This design comes from an exercise in tuning for small area, a short achievable clock period and few clock cycles on the open sky130 flow, not from production work. At most, simulation tests tie the RTL to the original design; equivalence was not proved. No functional check of the RTL was part of run 1. Power figures rest on the tool's default switching activity, not on a simulated workload.

<file path="flow/config.mk">
export PLATFORM = sky130hd
export DESIGN_NAME = ldp_fc
export DESIGN_NICKNAME = ldp_fc
export VERILOG_FILES = /design/flow/design.v
export SDC_FILE = /design/flow/constraint.sdc
export NUM_CORES = 4
export LEC_CHECK = 0
export ABC_CLOCK_PERIOD_IN_PS = 4000
export CAP_MARGIN = 20
export CORE_MARGIN = 2
export CORE_UTILIZATION = 40
export SETUP_SLACK_MARGIN = 5
export SLEW_MARGIN = 20
</file>
<file path="flow/constraint.sdc">
create_clock -name core_clock -period 10.0 [get_ports {clk}]
set_input_delay 2.0000 -clock core_clock [delete_from_list [all_inputs] [get_ports {clk}]]
set_output_delay 2.0000 -clock core_clock [all_outputs]
set_load 0.01 [all_outputs]
</file>
<file path="flow/design.v">
module ldp_crc_table (
    input  wire [15:0] crc,
    input  wire [7:0]  data,
    output wire [15:0] value
);
    localparam [127:0] TB = {
        16'h8303, 16'h8183, 16'h80C3, 16'h8063,    
        16'h8033, 16'h801B, 16'h800F, 16'h8005     
    };
    wire [7:0] x = crc[15:8] ^ data;
    reg  [15:0] t;
    integer j;
    always @(*) begin
        t = 16'h0000;
        for (j = 0; j < 8; j = j + 1)
            if (x[j]) t = t ^ TB[16*j +: 16];
    end
    assign value = {crc[7:0], 8'h00} ^ t;
endmodule
module ldp_sentry #(
    parameter N = 4
) (
    input  wire [1:0] count,      
    input  wire       is_ff,      
    input  wire       is_fd,      
    input  wire       is_00,      
    output reg  [1:0] count_nx,   
    output reg        match       
);
    always @(*) begin
        count_nx = 2'd0;
        match    = 1'b0;
        case (count)
            2'd0: count_nx = is_ff ? 2'd1 : 2'd0;
            2'd1: count_nx = is_ff ? 2'd2 : 2'd0;
            2'd2: begin
                if (is_fd) begin
                    if (N == 3) match = 1'b1;
                    else        count_nx = 2'd3;
                end else if (is_ff)
                    count_nx = 2'd2;
            end
            default: begin
                if (is_00) match = 1'b1;
            end
        endcase
    end
endmodule
module ldp_fc #(
    parameter PBUF_SIZE = 64
) (
    input  wire        clk,
    input  wire        rst,           
    input  wire        cmd_valid,
    output wire        cmd_ready,
    input  wire [31:0] cmd,
    input  wire        rx_valid,
    output wire        rx_ready,
    input  wire [7:0]  rx_data,
    output wire        tx_valid,
    input  wire        tx_ready,
    output wire [7:0]  tx_data,
    output wire        po_valid,
    input  wire        po_ready,
    output wire [7:0]  po_data,
    output wire        busy,
    output wire [10:0] stat,          
    output wire [15:0] crc,
    output wire [1:0]  s3,
    output wire [1:0]  s4,
    output wire [15:0] pwp,
    output wire [15:0] alen,
    output wire [15:0] idx,
    output wire [7:0]  rid,
    output wire [15:0] rlen,
    output wire [7:0]  rinst,
    output wire [7:0]  rerr,
    output wire [15:0] rem,
    output wire [15:0] rcrc,
    output wire [15:0] nlog
);
    localparam OP_CRC_CLR  = 4'h1;
    localparam OP_CRC_LD   = 4'h2;
    localparam OP_CRC_ADV  = 4'h3;
    localparam OP_CRC_FOLD = 4'h4;
    localparam OP_S3_CLR   = 4'h5;
    localparam OP_S3_FEED  = 4'h6;
    localparam OP_S4_CLR   = 4'h7;
    localparam OP_S4_FEED  = 4'h8;
    localparam OP_PB_CLR   = 4'h9;
    localparam OP_PB_PUSH  = 4'hA;
    localparam OP_ASM      = 4'hB;
    localparam OP_HUNT     = 4'hC;
    localparam OP_PARSE    = 4'hD;
    localparam [3:0] S_IDLE  = 4'd0;
    localparam [3:0] S_DRAIN = 4'd1;    
    localparam [3:0] S_FOLD  = 4'd2;
    localparam [3:0] S_AH    = 4'd3;    
    localparam [3:0] S_AP    = 4'd4;    
    localparam [3:0] S_AC0   = 4'd5;
    localparam [3:0] S_AC1   = 4'd6;
    localparam [3:0] S_AW    = 4'd7;    
    localparam [3:0] S_HUNT  = 4'd8;
    localparam [3:0] S_PH    = 4'd9;    
    localparam [3:0] S_PR    = 4'd10;   
    localparam [3:0] S_PC0   = 4'd11;
    localparam [3:0] S_PC1   = 4'd12;
    localparam [3:0] S_PW    = 4'd13;   
    localparam [3:0] S_PUSHW = 4'd14;   
    localparam [7:0] K_NOT_STATUS = 8'h80;
    localparam [7:0] K_BAD_CRC    = 8'h81;
    localparam [7:0] K_BAD_LENGTH = 8'h82;
    reg [3:0]   st;
    reg [2:0]   hc;                   
    reg [15:0]  crc_r;
    reg [1:0]   s3_r, s4_r;
    reg [6:0]   pwp_r;
    reg [8*PBUF_SIZE-1:0] ring;       
    reg [5:0]   ph;                   
    reg [5:0]   rq;                   
    reg         fin;                  
    reg         busy_r, rxr;
    reg [1:0]   ks;                   
    reg [4:0]   kc;                   
    reg [6:0]   alen_r;
    reg [6:0]   idx_r;
    reg [7:0]   pq;                   
    reg         sf;                   
    reg [7:0]   rid_r, rinst_r, rerr_r;
    reg [15:0]  rlen_r, rem_r, rcrc_r, nlog_r;
    reg         skip;
    reg [7:0]   kind;
    reg         alert, match_f, cmderr;
    reg [7:0]   a_id, a_inst;
    reg         p_ce;
    reg [7:0]   cb;                   
    reg         cb_crc;               
    reg         cb_wr;                
    reg         tx_v;
    reg [7:0]   tx_d;
    reg         q0_v, q1_v;           
    reg [7:0]   q0, q1;
    assign busy      = busy_r;
    assign cmd_ready = !busy_r;
    assign stat      = {cmderr, match_f, alert, kind};
    assign crc       = crc_r;
    assign s3        = s3_r;
    assign s4        = s4_r;
    assign pwp       = {9'd0, pwp_r};
    assign alen      = {9'd0, alen_r};
    assign idx       = {9'd0, idx_r};
    assign rid       = rid_r;
    assign rlen      = rlen_r;
    assign rinst     = rinst_r;
    assign rerr      = rerr_r;
    assign rem       = rem_r;
    assign rcrc      = rcrc_r;
    assign nlog      = nlog_r;
    assign tx_valid = tx_v;
    assign tx_data  = tx_d;
    assign po_valid = q0_v;
    assign po_data  = q0;
    assign rx_ready = rxr;
    wire rx_fire = rx_ready && rx_valid;
    wire po_fire = q0_v && po_ready;
    wire load    = !tx_v || tx_ready;    
    wire [3:0]  op = cmd[31:28];
    reg         cmd_ok;
    always @(*) begin
        case (op)
            OP_CRC_CLR, OP_CRC_FOLD, OP_S3_CLR, OP_S4_CLR, OP_PB_CLR, OP_HUNT:
                cmd_ok = (cmd[27:0] == 28'd0);
            OP_CRC_ADV, OP_S3_FEED, OP_S4_FEED, OP_PB_PUSH:
                cmd_ok = (cmd[27:8] == 20'd0);
            OP_CRC_LD, OP_ASM:
                cmd_ok = (cmd[27:16] == 12'd0);
            OP_PARSE:
                cmd_ok = (cmd[27:17] == 11'd0);
            default:
                cmd_ok = 1'b0;
        endcase
    end
    wire cmd_fire = cmd_valid && !busy_r;
    wire go       = cmd_fire && cmd_ok;
    wire pb_full  = pwp_r[6];
    wire [15:0] crc_adv;
    ldp_crc_table u_crc (.crc(crc_r), .data(cb), .value(crc_adv));
    wire [15:0] crc_eff = cb_crc ? crc_adv : crc_r;
    wire wr_now = cb_wr && (ph == 6'd0 || pwp_r == 7'd1);
    always @(posedge clk)
        ring <= {ring[8*PBUF_SIZE-9:0], wr_now ? cb : ring[8*PBUF_SIZE-1 -: 8]};
    wire [5:0] ph_nx = wr_now ? 6'd0 : ph + 6'd1;
    wire [5:0] rp_0  = ph_nx + pwp_r[5:0] - 6'd1;    
    wire [7:0] pb_rd = ring[8*rq +: 8];
    wire       lastp = (rq + 6'd1 == ph);             
    wire       lastf = (rq == ph);                    
    wire push_ok_nx  = (pwp_r == 7'd0) || wr_now || (ph == 6'd63);
    function [2:0] flags(input [7:0] b);
        flags = {b == 8'hFF, b == 8'hFD, b == 8'h00};
    endfunction
    wire [2:0] f_cmd = flags(cmd[7:0]);
    wire [2:0] f_rx  = flags(rx_data);
    wire [2:0] f_pb  = flags(pq);
    wire [2:0] f_cb  = flags(cb);
    wire [1:0] s3c_nx, s3r_nx, s3p_nx, s4c_nx, s4r_nx, ks_nx;
    wire       s3c_m, s3r_m, s3p_m, s4c_m, s4r_m, ks_m;
    ldp_sentry #(.N(3)) u_s3c (.count(s3_r), .is_ff(f_cmd[2]), .is_fd(f_cmd[1]), .is_00(f_cmd[0]),
                               .count_nx(s3c_nx), .match(s3c_m));
    ldp_sentry #(.N(3)) u_s3r (.count(s3_r), .is_ff(f_rx[2]), .is_fd(f_rx[1]), .is_00(f_rx[0]),
                               .count_nx(s3r_nx), .match(s3r_m));
    ldp_sentry #(.N(3)) u_s3p (.count(s3_r), .is_ff(f_pb[2]), .is_fd(f_pb[1]), .is_00(f_pb[0]),
                               .count_nx(s3p_nx), .match(s3p_m));
    ldp_sentry #(.N(4)) u_s4c (.count(s4_r), .is_ff(f_cmd[2]), .is_fd(f_cmd[1]), .is_00(f_cmd[0]),
                               .count_nx(s4c_nx), .match(s4c_m));
    ldp_sentry #(.N(4)) u_s4r (.count(s4_r), .is_ff(f_rx[2]), .is_fd(f_rx[1]), .is_00(f_rx[0]),
                               .count_nx(s4r_nx), .match(s4r_m));
    ldp_sentry #(.N(3)) u_ks  (.count(ks), .is_ff(f_cb[2]), .is_fd(f_cb[1]), .is_00(f_cb[0]),
                               .count_nx(ks_nx), .match(ks_m));
    reg [7:0] a_hdr;
    always @(*) begin
        case (hc)
            3'd0:    a_hdr = 8'hFF;
            3'd1:    a_hdr = 8'hFF;
            3'd2:    a_hdr = 8'hFD;
            3'd3:    a_hdr = 8'h00;
            3'd4:    a_hdr = a_id;
            3'd5:    a_hdr = {1'b0, alen_r};
            3'd6:    a_hdr = 8'h00;
            default: a_hdr = a_inst;
        endcase
    end
    wire [15:0] rlen_m4  = rlen_r - 16'd4;
    reg [3:0] sn;           
    reg       q0v_n, q1v_n;
    always @(posedge clk) begin
        if (rst) begin
            st      <= S_IDLE;
            busy_r  <= 1'b0;
            rxr     <= 1'b0;
            hc      <= 3'd0;
            crc_r   <= 16'h0000;
            s3_r    <= 2'd0;
            s4_r    <= 2'd0;
            pwp_r   <= 7'd0;
            ph      <= 6'd0;
            ks      <= 2'd0;
            kc      <= 5'd0;
            alen_r  <= 7'd0;
            idx_r   <= 7'd0;
            sf      <= 1'b0;
            fin     <= 1'b0;
            rid_r   <= 8'h00;
            rlen_r  <= 16'h0000;
            rinst_r <= 8'h00;
            rerr_r  <= 8'h00;
            rem_r   <= 16'h0000;
            rcrc_r  <= 16'h0000;
            nlog_r  <= 16'h0000;
            skip    <= 1'b0;
            kind    <= 8'h00;
            alert   <= 1'b0;
            match_f <= 1'b0;
            cmderr  <= 1'b0;
            p_ce    <= 1'b0;
            cb_crc  <= 1'b0;
            cb_wr   <= 1'b0;
            tx_v    <= 1'b0;
            q0_v    <= 1'b0;
            q1_v    <= 1'b0;
        end else begin
            sn = st;
            cb_crc <= 1'b0;
            if (wr_now)
                cb_wr <= 1'b0;
            ph <= ph_nx;
            rq <= rq + 6'd1;
            if (cb_crc)
                crc_r <= crc_adv;
            if (wr_now) begin
                ks <= ks_nx;
                if (ks_m) kc <= kc + 5'd1;
            end
            q0v_n = q0_v;
            q1v_n = q1_v;
            if (po_fire) begin
                q0    <= q1;
                q0v_n = q1_v;
                q1v_n = 1'b0;
            end
            case (st)
            S_IDLE: if (cmd_fire) begin
                kind    <= 8'h00;
                alert   <= 1'b0;
                match_f <= 1'b0;
                cmderr  <= !cmd_ok;
                if (cmd_ok) begin
                    case (op)
                        OP_CRC_CLR:  crc_r <= 16'h0000;
                        OP_CRC_LD:   crc_r <= cmd[15:0];
                        OP_CRC_ADV: begin
                            cb     <= cmd[7:0];
                            cb_crc <= 1'b1;
                            sn     = S_DRAIN;
                        end
                        OP_CRC_FOLD: if (pwp_r != 7'd0) begin
                            rq     <= rp_0;
                            sn     = S_FOLD;
                        end
                        OP_S3_CLR:   s3_r <= 2'd0;
                        OP_S3_FEED: begin
                            s3_r    <= s3c_nx;
                            match_f <= s3c_m;
                        end
                        OP_S4_CLR:   s4_r <= 2'd0;
                        OP_S4_FEED: begin
                            s4_r    <= s4c_nx;
                            match_f <= s4c_m;
                        end
                        OP_PB_CLR: begin
                            pwp_r <= 7'd0;
                            ks    <= 2'd0;
                            kc    <= 5'd0;
                        end
                        OP_PB_PUSH: begin
                            if (pb_full)
                                cmderr <= 1'b1;
                            else begin
                                pwp_r <= pwp_r + 7'd1;
                                cb    <= cmd[7:0];
                                cb_wr <= 1'b1;
                                if (!push_ok_nx)
                                    sn = S_PUSHW;
                            end
                        end
                        OP_ASM: begin
                            a_id   <= cmd[15:8];
                            a_inst <= cmd[7:0];
                            crc_r  <= 16'h0000;
                            s3_r   <= 2'd0;
                            idx_r  <= pwp_r;
                            rq     <= rp_0;
                            sf     <= 1'b0;
                            tx_d   <= 8'hFF;
                            tx_v   <= 1'b1;
                            cb     <= 8'hFF;
                            cb_crc <= 1'b1;
                            hc     <= 3'd1;
                            sn     = S_AH;
                        end
                        OP_HUNT:     sn = S_HUNT;
                        OP_PARSE: begin
                            p_ce   <= cmd[16];
                            rem_r  <= cmd[15:0];         
                            rcrc_r <= 16'h0000;
                            nlog_r <= 16'h0000;
                            skip   <= 1'b0;
                            crc_r  <= 16'h0E28;
                            s3_r   <= 2'd0;
                            hc     <= 3'd0;
                            sn     = S_PH;
                        end
                        default: ;
                    endcase
                end
            end
            S_DRAIN: sn = S_IDLE;
            S_PUSHW: if (wr_now)
                sn = S_IDLE;
            S_FOLD: begin
                cb     <= pb_rd;
                cb_crc <= 1'b1;
                rq     <= rq;
                if (lastf)
                    sn = S_DRAIN;
            end
            S_AH: begin
                if (hc == 3'd1)
                    alen_r <= pwp_r + {2'b00, kc} + 7'd3;
                if (hc == 3'd1 && load) begin
                    pq     <= pb_rd;             
                    rq     <= rq;
                end
                if (load) begin
                    tx_d   <= a_hdr;
                    cb     <= a_hdr;
                    cb_crc <= 1'b1;
                    hc     <= hc + 3'd1;
                    if (hc == 3'd7)
                        sn = (pwp_r == 7'd0) ? S_AC0 : S_AP;
                end
            end
            S_AP: if (load) begin
                cb_crc <= 1'b1;
                if (sf) begin
                    tx_d <= 8'hFD;
                    cb   <= 8'hFD;
                    sf   <= 1'b0;
                    if (fin)
                        sn = S_AC0;
                end else begin
                    tx_d <= pq;
                    cb   <= pq;
                    s3_r <= s3p_nx;
                    pq   <= pb_rd;
                    rq   <= rq;
                    fin  <= lastp;
                    if (s3p_m)
                        sf <= 1'b1;
                    else if (lastp)
                        sn = S_AC0;
                end
            end
            S_AC0: if (load) begin
                tx_d <= crc_eff[7:0];
                sn   = S_AC1;
            end
            S_AC1: if (load) begin
                tx_d <= crc_r[15:8];
                sn   = S_AW;
            end
            S_AW: if (load) begin
                tx_v <= 1'b0;
                sn   = S_IDLE;
            end
            S_HUNT: if (rx_fire) begin
                s4_r <= s4r_nx;
                if (s4r_m) begin
                    match_f <= 1'b1;
                    sn      = S_IDLE;
                end
            end
            S_PH: if (rx_fire) begin
                cb     <= rx_data;
                cb_crc <= 1'b1;
                hc     <= hc + 3'd1;
                case (hc)
                    3'd0: rid_r        <= rx_data;
                    3'd1: rlen_r[7:0]  <= rx_data;
                    3'd2: rlen_r[15:8] <= rx_data;
                    3'd3: rinst_r      <= rx_data;
                    default: begin
                        rerr_r <= rx_data;
                        if (rinst_r != 8'h55) begin
                            kind  <= K_NOT_STATUS;
                            rem_r <= 16'h0000;
                            sn    = S_DRAIN;
                        end else if (rlen_r < 16'd4) begin
                            kind  <= K_BAD_LENGTH;
                            rem_r <= 16'h0000;
                            sn    = S_DRAIN;
                        end else begin
                            rem_r <= rlen_m4;
                            if (p_ce && rlen_m4 != rem_r) begin
                                kind <= K_BAD_LENGTH;
                                sn   = S_DRAIN;
                            end else if (rlen_m4 == 16'd0)
                                sn = S_PC0;
                            else
                                sn = S_PR;
                        end
                    end
                endcase
            end
            S_PR: if (rx_fire) begin
                cb     <= rx_data;
                cb_crc <= 1'b1;
                rem_r  <= rem_r - 16'd1;
                if (skip) begin
                    skip <= 1'b0;
                end else begin
                    nlog_r <= nlog_r + 16'd1;
                    s3_r   <= s3r_nx;
                    skip   <= s3r_m;
                    if (!q0v_n) begin
                        q0    <= rx_data;
                        q0v_n = 1'b1;
                    end else begin
                        q1    <= rx_data;
                        q1v_n = 1'b1;
                    end
                end
                if (rem_r == 16'd1)
                    sn = S_PC0;
            end
            S_PC0: if (rx_fire) begin
                rcrc_r[7:0] <= rx_data;
                sn          = S_PC1;
            end
            S_PC1: if (rx_fire) begin
                rcrc_r[15:8] <= rx_data;
                if ({rx_data, rcrc_r[7:0]} != crc_r) begin
                    kind <= K_BAD_CRC;
                end else if (rerr_r[6:0] != 7'd0) begin
                    kind  <= {1'b0, rerr_r[6:0]};
                    alert <= rerr_r[7];
                end
                sn = q0v_n ? S_PW : S_IDLE;
            end
            S_PW: if (!q0v_n)
                sn = S_IDLE;
            default: sn = S_IDLE;
            endcase
            st     <= sn;
            q0_v   <= q0v_n;
            q1_v   <= q1v_n;
            busy_r <= (sn != S_IDLE);
            rxr    <= (sn == S_HUNT) || (sn == S_PH) || (sn == S_PC0) ||
                      (sn == S_PC1) || ((sn == S_PR) && !q1v_n);
        end
    end
endmodule
</file>
<file path="flow/run.sh">
#!/bin/bash
# synth_recipe.tcl (not shown) runs the flow's synth.tcl, then flattens the netlist and writes it again
# the make line also repeats each setting of config.mk as NAME=value (left out here)
make -C /OpenROAD-flow-scripts/flow DESIGN_CONFIG=/design/flow/config.mk WORK_HOME=/design/flow/orfs CLKGATE_MAP_FILE= SYNTH_SCRIPT=/design/flow/synth_recipe.tcl finish
</file>
==> results of run 1 <==
-- cell usage after synthesis, types with 7 or more instances --
cell type    n  area (µm²)
inv_1       52         195
a221oi_1    10        87.6
buf_1       18        67.6
o22ai_1      8        50.1
o211ai_1     7        52.6
a21oi_1    148         741
nor2_1     200         751
nor3_1      48         240
mux4_2     168        3780
xor2_1      47         412
nand3_1     62         310
ha_1        37         463
nand4_1     36         225
and2_1      22         138
a21o_1      10        75.1
o31a_1       9        78.8
a31oi_1     12        75.1
xnor2_1     59         517
nor2b_1     22         138
or2_2        7        43.8
buf_4       31         233
o2111ai_1   10        87.6
nor4_1      30         188
nand2_1    181         679
nand2b_1    20         125
clkbuf_1   115         432
edfxtp_1    62        1860
o21ai_1     15        75.1
a22oi_1      8        60.1
o21a_1      10        75.1
or3_1       18         113
buf_2       11        55.1
o21ai_0     65         325
a211oi_1    20         150
dfxtp_1    683       13700
mux2i_1     55         551
-- layer usage --
metal	vias to the layer above	GRT usage
li1	9107	-
met1	9722	0.287
met2	762	0.334
met3	187	0.0393
met4	2	0.0904
met5	-	0
-- flip-flops by register name, indices dropped and copies added (netlist names), 16 cells and up --
name	count
rem_r	16
ring	512
rcrc_r	16
crc_r	16
nlog_r	16
rlen_r	16
-- worst paths after layout --
check	startpoint	to	slack (ns)
worst min-delay path	ring[472]	ring[480]	0.33
worst min register to register	ring[472]	ring[480]	0.33
worst max-delay path	cmd[9]	nlog_r[11]	5.04
worst max register to register	rq[1]	cb[3]	5.46
-- kinds of logic after synthesis --
| kind of cell | count (synthesis) |
|---|---|
| fa+ha+maj | 39 |
| flops | 745 |
| compound gates | 389 |
| xor+xnor | 107 |
| mux | 225 |
| simple gates | 695 |
| other cells | 1 |
| buf+inv | 228 |
-- area by class of cell --
type,count,share of cell area
Sequential cell,745,0.461
Multi-Input combinational cell,1482,0.353
Timing Repair Buffer,241,0.0698
Inverter,53,0.00590
Clock inverter,33,0.00935
Clock buffer,105,0.0661
Tap cell,940,0.0349
-- power breakdown --
part           leakage [nW]  switching (mW)  total (mW)  internal (mW)
Clock                  1.26            1.19        2.86           1.67
Sequential             6.05          0.0151        3.03           3.02
Combinational          5.04           0.161       0.266          0.105
-- worst register-to-register path, delay by kind of cell, from the launching register on --
family,cells,cell delay (ns)
and+or+nand+nor,2,0.19
muxes,3,1.53
buffers and inverters,2,1.62
DFF,1,0.94
-- timing repair --
action / in CTS / in global routing
endpoints found under the setup margin: 129 / 34
pin swaps: 1 / 0
hold buffers: 0 / 0
setup buffers: 1 / 0
resized for setup: 14 / 19
==> results_dict.tcl, run 1 <==
set metrics [dict create \
    outcome "no timing/DRC/antenna violations" \
    cp_slowest_cell "clkdlybuf4s50_1" \
    critPathMaxStageDelay_ns 0.66 \
    design_area_um2 33700 \
    finalCritPeriodShare 0.496 \
    synth_xor_area_frac 0.0337 \
    ys_types 88 \
    clk_pin_slew_ns 0.06 \
    ys.warnings.count 4 \
    ys_ff_latch 745 \
    nFillCells 6218 \
    route.detailed.drc 0 \
    yosys.area_share.simple 0.120 \
    die_area_um2 72600 \
    fin_util 0.482 \
    die_height_um 269 \
    top_layer "met5" \
    io_buffer_count 206 \
    fp-row-count 97 \
    syn_area_um2 28200 \
    ir_worst_vdd_uv 119 \
    worstSkewPairLatency_ns 0.63 \
    path_class "in2reg" \
    io_pins 234 \
    tightest_slew_ns 1.02 \
    placed_cells 3459 \
    gp_congestion 0.927 \
    layout.cells.most_common "dfxtp_1" \
    drive_above_1_share 0.140 \
    diodes 0 \
    initial_core_util 0.403 \
    crit_arrival_ns 5.50 \
    end_kind "flop" \
    wl_per_cell_um 21.8 \
    final_hold_viol_count 0 \
    hp-class "reg2reg" \
    synth.area.mux_share 0.155 \
    multiInputGateArea_um2 11900 \
    final_cell_mix "dfxtp_1 (683), nor2_1 (200), clkdlybuf4s50_1 (197), nand2_1 (181), mux4_2 (168)" \
    antenna_found_initial 3 \
    maxSlewViolCount 0 \
    cts.htree.levels 3 \
    cts_buffers 77 \
    die_w_um 269 \
    grt_pass1_wl_um 120000 \
    maxCapViolCount 0 \
    drt_iter0_markers 1735 \
    yosys.area_share.adder 0.0178 \
    seq_area_um2 15500 \
    wl_met1_um 34400 \
    finalWorstSetupSlack_ns 5.04 \
    dr_wl_met2_um 35400 \
    crit_cells 10 \
    tns_ns 0 \
    setup_viol 0 \
    crit_chain "clkdlybuf4s50_1 > nor4_4 > a21oi_2 > a2111o_1 > a211oi_4 > a31oi_1 > buf_4 > or4_4 > or3_1 > a21oi_1" \
    clkSinkCount 745 \
    holdPathStages 0 \
    stdcell_count 3599 \
    worstSetupStartpointType "input pin" \
    preCtsSetupSlack_ns 3.27 \
    num_vias 19800 \
    nNetsFinal 2685 \
    critPathBufInv 2 \
    synth_compound_area_frac 0.0877 \
    timing.hold.ws_ns 0.333 \
    syn2layout_area_growth_pct 19.6 \
    postSynthAreaPerCell_um2 11.6 \
    hpwl_um 54600 \
    crit_required_ns 10.54 \
    grt_usage 0.212 \
    grt_overflow 0 \
    totalWireLength_um 78400 \
    synth_edf_count 62 \
    cts_root_buffer "clkbuf_16" \
    first_pass_iters 6 \
    viasPerCell 5.50 \
    crit_fanout 12 \
    synth_flop_cell "dfxtp_1" \
    grt_pass1_vias 19800 \
    synthArstFlopShare 0 \
    synth_top_family_by_area "multiplexers" \
    ant_nets 0 \
    power_density_nw_per_um2 183 \
    core_um2 69900 \
    cts.path.max_buffers 3 \
    fmax_mhz 202 \
    syn_inst 2429 \
    cts_tree "yes" \
    period_needed_ns 4.96 \
    met3_length_um 5190 \
    rsz0062_at_grt "true" \
    place_area_um2 31000 \
    power.leakage_nw 12.3 \
    r2r_cells 7 \
    path_delay_family "simple AND/OR/NAND/NOR gates" \
    skew_ns 0.0265 \
    grt_max_degree 110 \
    fin_total_pwr_mw 6.16 \
    slew_headroom 0.316 \
    ys_seq_area_frac 0.551 \
]
==> inputs of run 2 (changes only) <==
--- a/flow/design.v
+++ b/flow/design.v
@@ -108,3 +108,2 @@
     localparam [3:0] S_PW    = 4'd13;   
-    localparam [3:0] S_PUSHW = 4'd14;   
     localparam [7:0] K_NOT_STATUS = 8'h80;
@@ -117,7 +116,3 @@
     reg [6:0]   pwp_r;
-    reg [8*PBUF_SIZE-1:0] ring;       
-    reg [5:0]   ph;                   
-    reg [5:0]   rq;                   
-    reg         fin;                  
-    reg         busy_r, rxr;
+    reg [7:0]   pbuf [0:PBUF_SIZE-1];
     reg [1:0]   ks;                   
@@ -126,3 +121,3 @@
     reg [6:0]   idx_r;
-    reg [7:0]   pq;                   
+    reg [6:0]   ra;                   
     reg         sf;                   
@@ -142,4 +137,4 @@
     reg [7:0]   q0, q1;
-    assign busy      = busy_r;
-    assign cmd_ready = !busy_r;
+    assign busy      = (st != S_IDLE);
+    assign cmd_ready = (st == S_IDLE);
     assign stat      = {cmderr, match_f, alert, kind};
@@ -162,3 +157,4 @@
     assign po_data  = q0;
-    assign rx_ready = rxr;
+    assign rx_ready = (st == S_HUNT) || (st == S_PH) || (st == S_PC0) ||
+                      (st == S_PC1) || ((st == S_PR) && !q1_v);
     wire rx_fire = rx_ready && rx_valid;
@@ -182,3 +178,3 @@
     end
-    wire cmd_fire = cmd_valid && !busy_r;
+    wire cmd_fire = cmd_valid && (st == S_IDLE);
     wire go       = cmd_fire && cmd_ok;
@@ -188,11 +184,12 @@
     wire [15:0] crc_eff = cb_crc ? crc_adv : crc_r;
-    wire wr_now = cb_wr && (ph == 6'd0 || pwp_r == 7'd1);
-    always @(posedge clk)
-        ring <= {ring[8*PBUF_SIZE-9:0], wr_now ? cb : ring[8*PBUF_SIZE-1 -: 8]};
-    wire [5:0] ph_nx = wr_now ? 6'd0 : ph + 6'd1;
-    wire [5:0] rp_0  = ph_nx + pwp_r[5:0] - 6'd1;    
-    wire [7:0] pb_rd = ring[8*rq +: 8];
-    wire       lastp = (rq + 6'd1 == ph);             
-    wire       lastf = (rq == ph);                    
-    wire push_ok_nx  = (pwp_r == 7'd0) || wr_now || (ph == 6'd63);
+    genvar gi;
+    generate
+        for (gi = 0; gi < PBUF_SIZE; gi = gi + 1) begin : g_pb
+            always @(posedge clk)
+                if (cb_wr && pwp_r == gi + 1)
+                    pbuf[gi] <= cb;
+        end
+    endgenerate
+    wire [7:0] pb_rd = pbuf[ra[5:0]];
+    wire [7:0] pb_0  = (cb_wr && pwp_r == 7'd1) ? cb : pbuf[0];
     function [2:0] flags(input [7:0] b);
@@ -202,3 +199,3 @@
     wire [2:0] f_rx  = flags(rx_data);
-    wire [2:0] f_pb  = flags(pq);
+    wire [2:0] f_pb  = flags(pb_rd);
     wire [2:0] f_cb  = flags(cb);
@@ -231,5 +228,4 @@
     end
+    wire [6:0]  ra_inc   = ra + 7'd1;
     wire [15:0] rlen_m4  = rlen_r - 16'd4;
-    reg [3:0] sn;           
-    reg       q0v_n, q1v_n;
     always @(posedge clk) begin
@@ -237,4 +233,2 @@
             st      <= S_IDLE;
-            busy_r  <= 1'b0;
-            rxr     <= 1'b0;
             hc      <= 3'd0;
@@ -244,3 +238,2 @@
             pwp_r   <= 7'd0;
-            ph      <= 6'd0;
             ks      <= 2'd0;
@@ -249,4 +242,4 @@
             idx_r   <= 7'd0;
+            ra      <= 7'd0;
             sf      <= 1'b0;
-            fin     <= 1'b0;
             rid_r   <= 8'h00;
@@ -270,11 +263,7 @@
         end else begin
-            sn = st;
             cb_crc <= 1'b0;
-            if (wr_now)
-                cb_wr <= 1'b0;
-            ph <= ph_nx;
-            rq <= rq + 6'd1;
+            cb_wr  <= 1'b0;
             if (cb_crc)
                 crc_r <= crc_adv;
-            if (wr_now) begin
+            if (cb_wr) begin
                 ks <= ks_nx;
@@ -282,8 +271,6 @@
             end
-            q0v_n = q0_v;
-            q1v_n = q1_v;
             if (po_fire) begin
-                q0    <= q1;
-                q0v_n = q1_v;
-                q1v_n = 1'b0;
+                q0   <= q1;
+                q0_v <= q1_v;
+                q1_v <= 1'b0;
             end
@@ -302,7 +289,9 @@
                             cb_crc <= 1'b1;
-                            sn     = S_DRAIN;
+                            st     <= S_DRAIN;
                         end
                         OP_CRC_FOLD: if (pwp_r != 7'd0) begin
-                            rq     <= rp_0;
-                            sn     = S_FOLD;
+                            cb     <= pb_0;
+                            cb_crc <= 1'b1;
+                            ra     <= 7'd1;
+                            st     <= (pwp_r == 7'd1) ? S_DRAIN : S_FOLD;
                         end
@@ -330,4 +319,2 @@
                                 cb_wr <= 1'b1;
-                                if (!push_ok_nx)
-                                    sn = S_PUSHW;
                             end
@@ -340,3 +327,3 @@
                             idx_r  <= pwp_r;
-                            rq     <= rp_0;
+                            ra     <= 7'd0;
                             sf     <= 1'b0;
@@ -347,5 +334,5 @@
                             hc     <= 3'd1;
-                            sn     = S_AH;
+                            st     <= S_AH;
                         end
-                        OP_HUNT:     sn = S_HUNT;
+                        OP_HUNT:     st <= S_HUNT;
                         OP_PARSE: begin
@@ -359,3 +346,3 @@
                             hc     <= 3'd0;
-                            sn     = S_PH;
+                            st     <= S_PH;
                         end
@@ -365,5 +352,3 @@
             end
-            S_DRAIN: sn = S_IDLE;
-            S_PUSHW: if (wr_now)
-                sn = S_IDLE;
+            S_DRAIN: st <= S_IDLE;
             S_FOLD: begin
@@ -371,5 +356,5 @@
                 cb_crc <= 1'b1;
-                rq     <= rq;
-                if (lastf)
-                    sn = S_DRAIN;
+                ra     <= ra_inc;
+                if (ra_inc == pwp_r)
+                    st <= S_DRAIN;
             end
@@ -378,6 +363,2 @@
                     alen_r <= pwp_r + {2'b00, kc} + 7'd3;
-                if (hc == 3'd1 && load) begin
-                    pq     <= pb_rd;             
-                    rq     <= rq;
-                end
                 if (load) begin
@@ -388,3 +369,3 @@
                     if (hc == 3'd7)
-                        sn = (pwp_r == 7'd0) ? S_AC0 : S_AP;
+                        st <= (pwp_r == 7'd0) ? S_AC0 : S_AP;
                 end
@@ -397,15 +378,13 @@
                     sf   <= 1'b0;
-                    if (fin)
-                        sn = S_AC0;
+                    if (ra == pwp_r)
+                        st <= S_AC0;
                 end else begin
-                    tx_d <= pq;
-                    cb   <= pq;
+                    tx_d <= pb_rd;
+                    cb   <= pb_rd;
                     s3_r <= s3p_nx;
-                    pq   <= pb_rd;
-                    rq   <= rq;
-                    fin  <= lastp;
+                    ra   <= ra_inc;
                     if (s3p_m)
                         sf <= 1'b1;
-                    else if (lastp)
-                        sn = S_AC0;
+                    else if (ra_inc == pwp_r)
+                        st <= S_AC0;
                 end
@@ -414,3 +393,3 @@
                 tx_d <= crc_eff[7:0];
-                sn   = S_AC1;
+                st   <= S_AC1;
             end
@@ -418,3 +397,3 @@
                 tx_d <= crc_r[15:8];
-                sn   = S_AW;
+                st   <= S_AW;
             end
@@ -422,3 +401,3 @@
                 tx_v <= 1'b0;
-                sn   = S_IDLE;
+                st   <= S_IDLE;
             end
@@ -428,3 +407,3 @@
                     match_f <= 1'b1;
-                    sn      = S_IDLE;
+                    st      <= S_IDLE;
                 end
@@ -445,3 +424,3 @@
                             rem_r <= 16'h0000;
-                            sn    = S_DRAIN;
+                            st    <= S_DRAIN;
                         end else if (rlen_r < 16'd4) begin
@@ -449,3 +428,3 @@
                             rem_r <= 16'h0000;
-                            sn    = S_DRAIN;
+                            st    <= S_DRAIN;
                         end else begin
@@ -454,7 +433,7 @@
                                 kind <= K_BAD_LENGTH;
-                                sn   = S_DRAIN;
+                                st   <= S_DRAIN;
                             end else if (rlen_m4 == 16'd0)
-                                sn = S_PC0;
+                                st <= S_PC0;
                             else
-                                sn = S_PR;
+                                st <= S_PR;
                         end
@@ -473,8 +452,11 @@
                     skip   <= s3r_m;
-                    if (!q0v_n) begin
-                        q0    <= rx_data;
-                        q0v_n = 1'b1;
+                    if (!q0_v || (po_fire && !q1_v)) begin
+                        q0   <= rx_data;
+                        q0_v <= 1'b1;
+                    end else if (po_fire) begin
+                        q1   <= rx_data;
+                        q1_v <= 1'b1;
                     end else begin
-                        q1    <= rx_data;
-                        q1v_n = 1'b1;
+                        q1   <= rx_data;
+                        q1_v <= 1'b1;
                     end
@@ -482,3 +464,3 @@
                 if (rem_r == 16'd1)
-                    sn = S_PC0;
+                    st <= S_PC0;
             end
@@ -486,3 +468,3 @@
                 rcrc_r[7:0] <= rx_data;
-                sn          = S_PC1;
+                st          <= S_PC1;
             end
@@ -496,14 +478,8 @@
                 end
-                sn = q0v_n ? S_PW : S_IDLE;
+                st <= (q0_v && !(po_fire && !q1_v)) ? S_PW : S_IDLE;
             end
-            S_PW: if (!q0v_n)
-                sn = S_IDLE;
-            default: sn = S_IDLE;
+            S_PW: if (!q0_v || (po_fire && !q1_v))
+                st <= S_IDLE;
+            default: st <= S_IDLE;
             endcase
-            st     <= sn;
-            q0_v   <= q0v_n;
-            q1_v   <= q1v_n;
-            busy_r <= (sn != S_IDLE);
-            rxr    <= (sn == S_HUNT) || (sn == S_PH) || (sn == S_PC0) ||
-                      (sn == S_PC1) || ((sn == S_PR) && !q1v_n);
         end
--- a/flow/config.mk
+++ b/flow/config.mk
@@ -7,3 +7,2 @@
 export LEC_CHECK = 0
-export ABC_CLOCK_PERIOD_IN_PS = 4000
 export CAP_MARGIN = 20
@@ -11,3 +10,2 @@
 export CORE_UTILIZATION = 40
-export SETUP_SLACK_MARGIN = 5
 export SLEW_MARGIN = 20
==> run 2 against run 1 <==
- register-to-register slack got worse by 1.0 ns
- clock power rose by 3%
- fmax fell by 11%
- sequential power rose by 6%
- wire length rose by 83%
- total power rose by 1.9%
- sequential share of layout area rose by 4.7 points
- critical path type is now reg2reg
- highest routed layer unchanged
==> results_dict.tcl, run 2 <==
set metrics [dict create \
    startpoint "ra[4]" \
    setup_viol 0 \
    cts_root_buffer "clkbuf_16" \
    synth_top_family_by_area "simple AND/OR/NAND/NOR gates" \
    p_sw_mw 1.38 \
    synth_flop_cell "edfxtp_1" \
    io_buffer_count 206 \
    r2r_cells 12 \
    internal-power_mw 4.89 \
    num_vias 28200 \
    diodes 0 \
    yosysMostFrequentCell "edfxtp_1" \
    power.leakage_nw 13.3 \
    totalWireLength_um 144000 \
    syn_area_um2 33600 \
    drt_iter0_markers 4961 \
    seqPwrFrac 0.513 \
    holdPathEnd "rcrc_r[12]" \
    switching_share 0.219 \
    crit_required_ns 10.56 \
    core_um2 83300 \
    worstReg2RegStart "ra[4]" \
    postCtsSetupRepairBufs 0 \
    slew_headroom 0.133 \
    antenna_found_initial 3 \
    yosysTopAreaCell "edfxtp_1" \
    ir_worst_vdd_uv 127 \
    worstSetupStartpointType "flop" \
    rsz0062_at_grt "false" \
    ys.warnings.count 5 \
    grt_overflow 0 \
    clkSinkCount 729 \
    syn2layout_area_growth_pct 18.1 \
    gp_congestion 0.991 \
    die_w_um 294 \
    comb_power_share 0.017 \
    layout.cells.most_common "edfxtp_1" \
    r2r-end "s3_r[0]" \
    route.detailed.drc 0 \
    clk_pin_slew_ns 0.06 \
    cts_buffers 82 \
    wl_per_cell_um 33.5 \
    largest_reg_flops 512 \
    grt_pass1_vias 26500 \
    fp-row-count 106 \
    holdPathStages 2 \
    skew_ns 0.0572 \
    synth_top_area_frac 0.494 \
    worstSkewPairLatency_ns 0.67 \
    synth.area.mux_share 0.0298 \
    cts_resized 0 \
    hold_path.startpoint "rcrc_r[12]" \
    holdBufCountCts 0 \
    maxSlewViolCount 0 \
    die_height_um 294 \
    yosys.area_share.adder 0.0118 \
    synth_area_leaders "edfxtp_1 (49%), dfxtp_1 (11%), nand3_1 (3.6%), nor2_1 (3.2%), mux2i_1 (2.5%)" \
    maxCapViolCount 0 \
    synth_commonest_cells "edfxtp_1 (552), nor2_1 (290), nand3_1 (242)" \
    tightest_slew_ns 1.29 \
    tns_ns 0 \
    hpwl_um 97100 \
    fmax_mhz 180 \
    yosys.area_share.simple 0.169 \
    power_density_nw_per_um2 158 \
    final_hold_viol_count 0 \
    ys_seq_area_frac 0.600 \
    ys_ff_latch 729 \
    drive_above_1_share 0.101 \
    outcome "no timing/DRC/antenna violations" \
    path_class "reg2reg" \
    ys_types 89 \
    power_frac_clock 0.470 \
    grt_pass1_wl_um 200000 \
    period_needed_ns 5.54 \
    ant_nets 0 \
    io_pins 234 \
    postSynthAreaPerCell_um2 11.4 \
    crit_fanout 40 \
    synth_compound_area_frac 0.120 \
    first_pass_iters 7 \
    synth_edf_count 552 \
    grt_max_degree 70 \
    syn_inst 2956 \
    end_kind "flop" \
    synth_xor_area_frac 0.0316 \
    nNetsFinal 3220 \
    viasPerCell 6.58 \
    cts_tree "yes" \
    fin_total_pwr_mw 6.27 \
    grt_usage 0.325 \
    regMostFlops "pbuf" \
    synthArstFlopShare 0 \
    final_cell_mix "edfxtp_1 (552), nor2_1 (264), nand3_1 (242), clkdlybuf4s50_1 (205), dfxtp_1 (173)" \
    die_area_um2 86200 \
    crit_arrival_ns 6.10 \
    initial_core_util 0.403 \
    cts.path.max_buffers 3 \
    reg2reg_slack_ns 4.46 \
    hp-class "reg2reg" \
    cts.htree.levels 3 \
    finalCritPeriodShare 0.554 \
]
run 2: worst max path at each step:
stage                     slack (ns)  cells past startpoint        to
after CTS                       4.56                     12   s3_r[0]
after global placement          3.62                     10  pwp_r[4]
final                           4.46                     12   s3_r[0]
after detailed placement        3.91                     11     ra[5]
after global routing            4.47                     12   s3_r[0]
after floorplan                 5.02                      7   tx_d[0]
run 2: area by class of cell:
class / count / area, µm²
multi-input combinational: 1965 / 12500
inverter: 45 / 169
sequential: 729 / 20100
fill: 7518 / 43700
clock buffer: 112 / 2280
timing repair buffer: 320 / 2920
tap: 1080 / 1350
clock inverter: 37 / 320
run 2: kinds of logic after synthesis:
logic type	Yosys count
adders and majority gates	31
buffers and inverters	288
and+or+nand+nor	1112
other	1
xor gates and xnor gates	113
DFF	729
muxes	98
AOI/OAI and AO/OA	584
run 2: through the flow:
stage          setup WS (ns)  instance area [µm²]  cells   util  hold WS (ns)
2_1_floorplan           5.02                33600   2982      -         0.421
3_3_place_gp            3.62                36900   4135  0.443         0.445
5_1_grt                 4.47                39600   4288  0.476         0.478
6_report                4.46                39600   4288  0.476         0.458
4_1_cts                 4.56                39600   4288  0.475         0.458
3_5_place_dp            3.91                37000   4139  0.444         0.448
run 2: critical path: stages, from the launching register on:
cell	delay (ns)
dfxtp_2	0.73
buf_4	0.62
and3b_1	0.25
buf_4	0.28
o21ai_0	0.22
a32oi_1	0.08
a2111oi_1	0.93
and3_1	0.75
a2111oi_2	0.30
a2111oi_0	0.42
a31oi_1	0.20
or4_1	0.43
a21oi_1	0.16
run 2: power groups by stage:
stage	clock network, mW	logic [mW]	registers, mW
2_1_floorplan	0	0.0526	3.28
5_1_grt	3.07	0.110	3.22
3_5_place_dp	0	0.102	3.28
6_report	2.95	0.105	3.22
3_3_place_gp	0	0.102	3.28
4_1_cts	2.95	0.102	3.22
run 2: layer usage:
metal	up-vias	part of all wire	global-route usage
met5	-	0.000056	0
met4	2	0.056	0.157
met3	419	0.13	0.0897
met2	2214	0.43	0.480
met1	14000	0.38	0.442
li1	11600	-	-
Testbench counts of run 2, summed over its fixed seeds: cycles 14,567.

[static timing again, ports no longer ideal]
In the flow no input, the clock included, has a driving cell. The finished layouts below were timed again as built, in two steps. Step 1 assumes that a clkbuf_16 drives the clock port and a buf_2 every other input. Step 2 also shifts input and output timing later by t, the mid clock arrival at the registers, as if the neighbouring blocks saw the same clock. Slacks: no drivers / after step 1 / after step 2; pairs: no drivers / after step 1.
run | shift t [ns] | setup slack, ns | worst setup path after step 2 | worst slew at a driven data input, ns
run 1 | 0.675 | 5.039 / 5.070 / 4.394 | input to register | 0.10
run 2 | 0.712 | 4.456 / 4.456 / 3.934 | input to register | 0.04
After both steps every run listed still meets setup and hold. For run 1, which loses most, drivers alone change the setup slack by +0.031 ns; drivers and shift together by -0.645 ns.
